From an optimization exercise on the open Yosys and OpenROAD flow, aimed at small area, a short achievable clock period and few clock cycles; shortcuts taken in it are not production practice. RTL that was checked went through simulation tests only; none was proved equivalent to the original. Power figures rest on the tool's default switching activity, not on a simulated workload.

## jbd_bms_parser
module jbd_bms_parser (
    input  wire        clk,
    input  wire        rst,         
    input  wire        cmd_valid,
    input  wire [15:0] cmd_word,
    output wire        cmd_ready,
    input  wire [11:0] rd_addr,
    output wire [31:0] rd_data
);
Settings: LEC_CHECK=0, CAP_MARGIN=20, CORE_MARGIN=2, CORE_UTILIZATION=50, PLACE_DENSITY=0.65, SETUP_SLACK_MARGIN=4.0, SLEW_MARGIN=20; clock period 10.0 ns.
run.sh (not shown) runs the stock make flow with config.mk's settings and CLKGATE_MAP_FILE= SYNTH_SCRIPT=/design/flow/synth_recipe.tcl, a recipe that flattens the netlist after the stock synthesis.
Next try:
--- a/flow/config.mk
+++ b/flow/config.mk
@@ -7,2 +7,3 @@
 export LEC_CHECK = 0
+export ABC_AREA = 1
 export CAP_MARGIN = 20
@@ -10,2 +11,4 @@
 export CORE_UTILIZATION = 50
+export CTS_CLUSTER_DIAMETER = 80
+export CTS_CLUSTER_SIZE = 20
 export PLACE_DENSITY = 0.65
After rerunning:
- wire length is lower by 4.4%
- worst setup slack improves by 0.053 ns
- total power is lower by 16%
- synthesized area is about the same
- core utilization is lower by 2.4 points
- via count is higher by 1.5%
- final area is lower by 4.7%
- flip-flop and latch count is unchanged
- clock-buffer cell count is lower by 137
- global-route usage is lower by 1.4 points
- critical path depth is higher by 5
Next try:
--- a/flow/config.mk
+++ b/flow/config.mk
@@ -11,4 +11,2 @@
 export CORE_UTILIZATION = 50
-export CTS_CLUSTER_DIAMETER = 80
-export CTS_CLUSTER_SIZE = 20
 export PLACE_DENSITY = 0.65
After rerunning: Clock power is higher by 53%. Fmax grows by 0.91%. Wire length increases by 3.7%. Design area went up by 6.3%. Total power is higher by 20%. Worst hold slack degrades by 0.032 ns. First-iteration DRC count rose by 0.87%. Setup slack is better by 0.066 ns. Sequential share of layout area decreases by 3.3 points.
Next try:
--- a/flow/config.mk
+++ b/flow/config.mk
@@ -11,2 +11,4 @@
 export CORE_UTILIZATION = 50
+export CTS_BUF_LIST = sky130_fd_sc_hd__clkbuf_8
+export CTS_CLUSTER_SIZE = 30
 export PLACE_DENSITY = 0.65
Result: Fmax fell by about 1.5%. Clock-buffer cell count rose by 153. Routed wire length fell by 2.1%. Register-to-register slack improved by 0.08 ns. Setup slack got worse by 0.11 ns.
Function was not checked in any run of this note: the RTL went through the layout flow alone.

========
Setup of build 72:
Another version of the RTL of jbd_bms_parser (not shown whole).
Size in the first run: roughly 7700 cells after synthesis, about 2200 flip-flops, ~64 I/O pins, ~77000 um^2 of cells after synthesis.
clock: 10.0 ns
lec_check: 0
abc_area: 1
cap_margin: 20
core_margin: 2
core_utilization: 50
cts_cluster_diameter: 80
cts_cluster_size: 20
place_density: 0.65
setup_slack_margin: 3
slew_margin: 20
Build 72 completed every stage of the flow, and the final layout passed the timing, DRC and antenna checks.
Testbench counts of build 72, summed over its fixed seeds: cycles 10,075.
Relative to build 72, the following input files were edited for build 46:
Settings: changing PLACE_DENSITY from 0.65 to 0.7; changing SETUP_SLACK_MARGIN from 3 to 4.0; changing CORE_UTILIZATION from 50 to 55.
### Flow results
- Cell depth of the worst setup path: build 46 > build 72
- Max total power density per cell area across build 46 and build 72: build 72
- Global-route usage in build 46 is 5.8 points higher than in build 72
- Sequential power: build 72 vs build 46, no meaningful difference
- Combinational group share of total power in build 46 is 0.4 points higher than in build 72
- The lower net switching component of the power of build 46 and build 72 is in build 46.
- Build 46 against build 72: slack of the critical path picked up an extra 0.39 ns; number of fillers in the final layout lost about 22%; pin count of the biggest net entering global routing picked up an extra 3.4%.
- Number of well-tap cells placed ended up 236 lower on build 46 than on build 72.
Inputs modified between build 46 and build 68:
Settings: GPL_ROUTABILITY_DRIVEN now 0, previously not set.
## What came out
Build 68: it failed with a tool error in global routing (5_1_grt), so there are no final results.
Maximum buffer depth of the clock tree of build 68 is on par with build 46.
Build 68 vs build 46, post-cts gate resize count went down by 84.
Build 46 → build 68: die extent in x ~0 delta; maximum level of the CTS H-tree ~0 delta.
Netlist area before placement came out exactly the same in build 46 and build 68.
Summary of build 68 over build 46: share of the synthesized netlist area taken by xor and xnor gates was more or less identical, cts-stage hold buffer count ~0 delta, number of instances in the placed design now sits lower, post-synthesis average cell area now sits at about the same level.
Taking build 46 as 1.0, build 68 lands at 0.71 on number of buffers inserted to repair setup after CTS.
The setup slack after placement of build 68 was superior to that of build 46.
#### Input delta (build 83 over build 68)
Settings: clearing GPL_ROUTABILITY_DRIVEN, which used to be 0; putting SYNTH_HIERARCHICAL at 1 where nothing was set; swapping 1 for 0 in ABC_AREA.
## What came out
Build 83 | stages: all done | timing, DRC, antenna: all pass. When build 83 is measured against build 68, its number of placed cells counting well taps turns out 1147 lower. Going from build 68 to build 83, post-CTS setup repair buffer count shrinks by 7. Build 68 -> build 83: mean instance size in the synthesized netlist increased by more than 10%.
#### Input delta (build 20 over build 83)
Settings: ABC_AREA changed from 0 to 1; SYNTH_HIERARCHICAL removed (was 1); SETUP_SLACK_MARGIN changed from 4.0 to 5; CORE_UTILIZATION changed from 55 to 50; PLACE_DENSITY changed from 0.7 to 0.65.
Results
Compared with build 83, placeable core region in build 20 increased by a few percent.
Build 20 against build 83: wire length rose by about 30%, register share of the cell area fell by 2.1 points, synthesized area fell by about 5.6%, final-layout clock-cell area share rose by 0.16 points.
Width of the die delta for build 20 relative to build 83: 1.9% higher
Compared with build 83, build 20 shows a lower maximum number of pins on one net before global-route repair.

========
jbd_bms_parser again, from the RTL that the note above started with.
clock: 10.0 ns
lec_check: 0
abc_area: 1
cap_margin: 20
core_margin: 2
core_utilization: 60
cts_cluster_diameter: 80
cts_cluster_size: 20
place_density: 0.74
setup_slack_margin: 4.0
slew_margin: 20
The baseline never finished: it broke off in global routing, error GRT-0232.
Testbench counts at the start, summed over its fixed seeds: cycles 10,075.
Edit:
CORE_UTILIZATION = 55   (was 60)
CTS_CLUSTER_DIAMETER = 70   (was 80)
CTS_CLUSTER_SIZE = 26   (was 20)
PLACE_DENSITY = 0.7   (was 0.74)
Result:
- This time the run completed without violations
- area after synthesis stays the same
- synthesized cell count is unchanged
Edit:
CORE_UTILIZATION = 50   (was 55)
CTS_CLUSTER_DIAMETER = 80   (was 70)
CTS_CLUSTER_SIZE = 20   (was 26)
PLACE_DENSITY = 0.65   (was 0.7)
=> Setup slack is worse by 22 ps. Routed wire length shrinks by 1.5%. Die area grows by 9.9%. Register-to-register slack is worse by 430 ps. Power grows by 2.0%. Cell area is about the same. Worst hold slack is worse by 18 ps. Area after synthesis does not change.
Edit:
CORE_UTILIZATION = 55   (was 50)
PLACE_DENSITY = 0.76   (was 0.65)
After rerunning: Design area shrinks by 0.86%. Wire length increases by 3.5%. Synthesized area does not change. Fmax goes down by 0.76%.

========
Setup of wip/maple:
jbd_bms_parser, a different RTL version from the one above (not shown whole).
For scale: ~7600 cells after synthesis, roughly 2200 flip-flops, roughly 76000 sq um of cells after synthesis.
Settings: LEC_CHECK=0, ABC_AREA=1, CAP_MARGIN=20, CORE_MARGIN=2, CORE_UTILIZATION=55, CTS_CLUSTER_DIAMETER=70, CTS_CLUSTER_SIZE=26, PLACE_DENSITY=0.7, SETUP_SLACK_MARGIN=4.0, SLEW_MARGIN=20; clock period 10.0 ns.
Testbench counts of wip/maple, summed over its fixed seeds: cycles 10,075.
The following lists how wip/juniper was set up differently from wip/maple:
Settings: CTS_CLUSTER_DIAMETER changed from 70 to 80; TNS_END_PERCENT newly set to 30; CTS_CLUSTER_SIZE changed from 26 to 20.
### Flow results
- Across wip/juniper and wip/maple, the outcome is the same: a clean finish for every run.
- wip/juniper against wip/maple: global-route track usage on met3 up 0.66 points; combinational share of power down 0.2 points; maximum resistive drop on vdd down about 5%; routed via count flat; clock power up about 3%.
- Sort wip/juniper and wip/maple by net load switching power, descending, and wip/maple comes first.
- wip/juniper vs wip/maple: routed length on met1 down slightly
- Per the comparison of wip/juniper with wip/maple, fraction of power consumed by the clock network rose by 0.7 points; sequential cell area share rose by 0.41 points; initial antenna violation count rose by about 50%.
- The overall routed net length on wip/juniper is in line with that on wip/maple.
diff inputs: wip/juniper => wip/raven
Settings: a change of CTS_CLUSTER_SIZE from 20 to 30; a deleted TNS_END_PERCENT that had been 30; a change of CTS_CLUSTER_DIAMETER from 80 to 60.
==> run notes <==
Fraction of final layout cells with drive strength greater than 1 (lower): wip/juniper
| number of detailed-routing iterations run before antenna repair | wip/raven vs wip/juniper | 1 higher |
wip/raven consumes more power than wip/juniper does.
wip/juniper has a higher highest ir drop seen on vdd than wip/raven.
wip/raven: post-layout net count is about 0.46% higher than what wip/juniper reported.
wip/juniper → wip/raven: data arrival time of the critical path went down; layout-stage area growth over the synthesis result climbed 2.1 points; clock share of power went up; clock buffer instance count of the final layout shows an increase of about 0.7%.
Delta(average wire per standard cell, wip/raven - wip/juniper) > 0
What wip/ember does differently from wip/raven at the input level:
Settings: swapping 30 for 20 in CTS_CLUSTER_SIZE; swapping 60 for 80 in CTS_CLUSTER_DIAMETER.
Findings:
Clock skew ends up lower on wip/raven.
Relative to wip/raven, area added between synthesis and finish decreased by 1.2 points in wip/ember.
The number of setup buffers added after CTS of wip/ember is lower than that of wip/raven.
Between wip/raven and wip/ember, the die width does not differ in any meaningful way.
When the final numbers for wip/raven and wip/ember were put side by side, the post-layout total power turned out to be smaller in wip/ember.

========
jbd_bms_parser, a different RTL version from the one above (not shown whole).
Size: ~2200 flip-flops, ~64 I/O pins, about 75000 um^2 of cells after synthesis.
## jbd_bms_parser
module jbd_bms_parser (
    input  wire        clk,
    input  wire        rst,         
    input  wire        cmd_valid,
    input  wire [15:0] cmd_word,
    output wire        cmd_ready,
    input  wire [11:0] rd_addr,
    output wire [31:0] rd_data
);
Settings: LEC_CHECK=0, ABC_AREA=0, CAP_MARGIN=20, CORE_MARGIN=2, CORE_UTILIZATION=55, CTS_CLUSTER_DIAMETER=70, CTS_CLUSTER_SIZE=26, PLACE_DENSITY=0.7, SETUP_SLACK_MARGIN=4.0, SLEW_MARGIN=20, SYNTH_HIERARCHICAL=1; clock period 10.0 ns.
Testbench counts at the start, summed over its fixed seeds: cycles 10,075.
==> next run, changes <==
Settings changed: CORE_UTILIZATION 55 to 57, CTS_CLUSTER_DIAMETER 70 to 80, CTS_CLUSTER_SIZE 26 to 20, PLACE_DENSITY 0.7 to 0.72.
Worst setup slack degrades by 0.046 ns.
Register-to-register slack loses 0.56 ns.
Non-clock buffer count increases by 28.
==> next run, changes <==
Settings changed: ABC_AREA 0 to 1, CORE_UTILIZATION 57 to 55, PLACE_DENSITY 0.72 to 0.7.
=> Sequential share of layout area goes down by 3.0 points. Total power stays flat. Count of clock-buffer cells in the layout goes up by 1. Cell count rose by a quarter to a third. Non-clock buffer count is lower by 1. Cell area came out higher by a few percent. Clock skew came out higher by 0.017 ns. Clock power increases slightly. Die area rises by roughly a tenth. Worst setup slack improved by 0.26 ns.
==> next run, changes <==
Settings changed: ABC_AREA 1 to 0, CORE_UTILIZATION 55 to 50, PLACE_DENSITY 0.7 to 0.65.
The changed run produced a clean layout. Count of clock-buffer cells in the layout rose by 8. Worst setup slack got worse by 0.39 ns. Global-route usage shrinks by 5.0 points. Design area came out lower by 5.7%. Power fell by 0.54%. Via count falls by 13%. Clock power shrinks by about 2%.

==> what the ideal ports hide <==
The flow's constraints put no driver on any port. The routed layouts listed below were extracted and timed again, unchanged, in two steps.
Step 1: set_driving_cell puts a clkbuf_16 on clk and a buf_2 on each other input, an assumption about the parent block.
Step 2 moves the port delays by t, midway between the first and last clock arrival at a register: inputs arrive t later, outputs are due t later. That takes back most of the time a late clock gives input paths.
Three values: no drivers, after step 1, after step 2; two values: the first two.
run | t, ns | setup WS [ns] | worst data-port slew with drivers (ns)
the first run of note 1 | 0.916 | 2.643 / 2.238 / 2.238 | 0.49
the second run of note 1 | 0.882 | 2.696 / 2.623 / 2.623 | 0.18
the third run of note 1 | 0.957 | 2.762 / 2.600 / 2.600 | 0.17
the fourth run of note 1 | 1.090 | 2.650 / 2.583 / 2.583 | 0.17
build 72 | 0.913 | 2.582 / 2.453 / 2.453 | 0.14
build 46 | 0.901 | 2.976 / 2.917 / 2.917 | 0.14
build 83 | 0.888 | 2.841 / 2.713 / 2.713 | 0.16
build 20 | 0.898 | 2.988 / 2.872 / 2.872 | 0.21
the second run of note 3 | 0.906 | 2.966 / 2.823 / 2.823 | 0.15
the third run of note 3 | 0.899 | 2.944 / 2.856 / 2.856 | 0.14
the fourth run of note 3 | 0.922 | 2.890 / 2.677 / 2.677 | 0.30
wip/maple | 0.881 | 2.887 / 2.827 / 2.827 | 0.16
wip/juniper | 0.918 | 2.880 / 2.779 / 2.779 | 0.17
wip/raven | 0.897 | 2.985 / 2.891 / 2.891 | 0.16
wip/ember | 0.904 | 2.987 / 2.902 / 2.902 | 0.16
the first run of note 5 | 0.855 | 2.987 / 2.928 / 2.928 | 0.28
the second run of note 5 | 0.875 | 2.942 / 2.860 / 2.860 | 0.28
the third run of note 5 | 0.883 | 3.204 / 3.158 / 3.158 | 0.09
the fourth run of note 5 | 0.884 | 2.818 / 2.786 / 2.786 | 0.12
After both steps setup and hold are still met in every run listed. For the first run of note 1, which loses most, drivers alone change the setup slack by -0.405 ns; drivers and shift together by -0.405 ns.
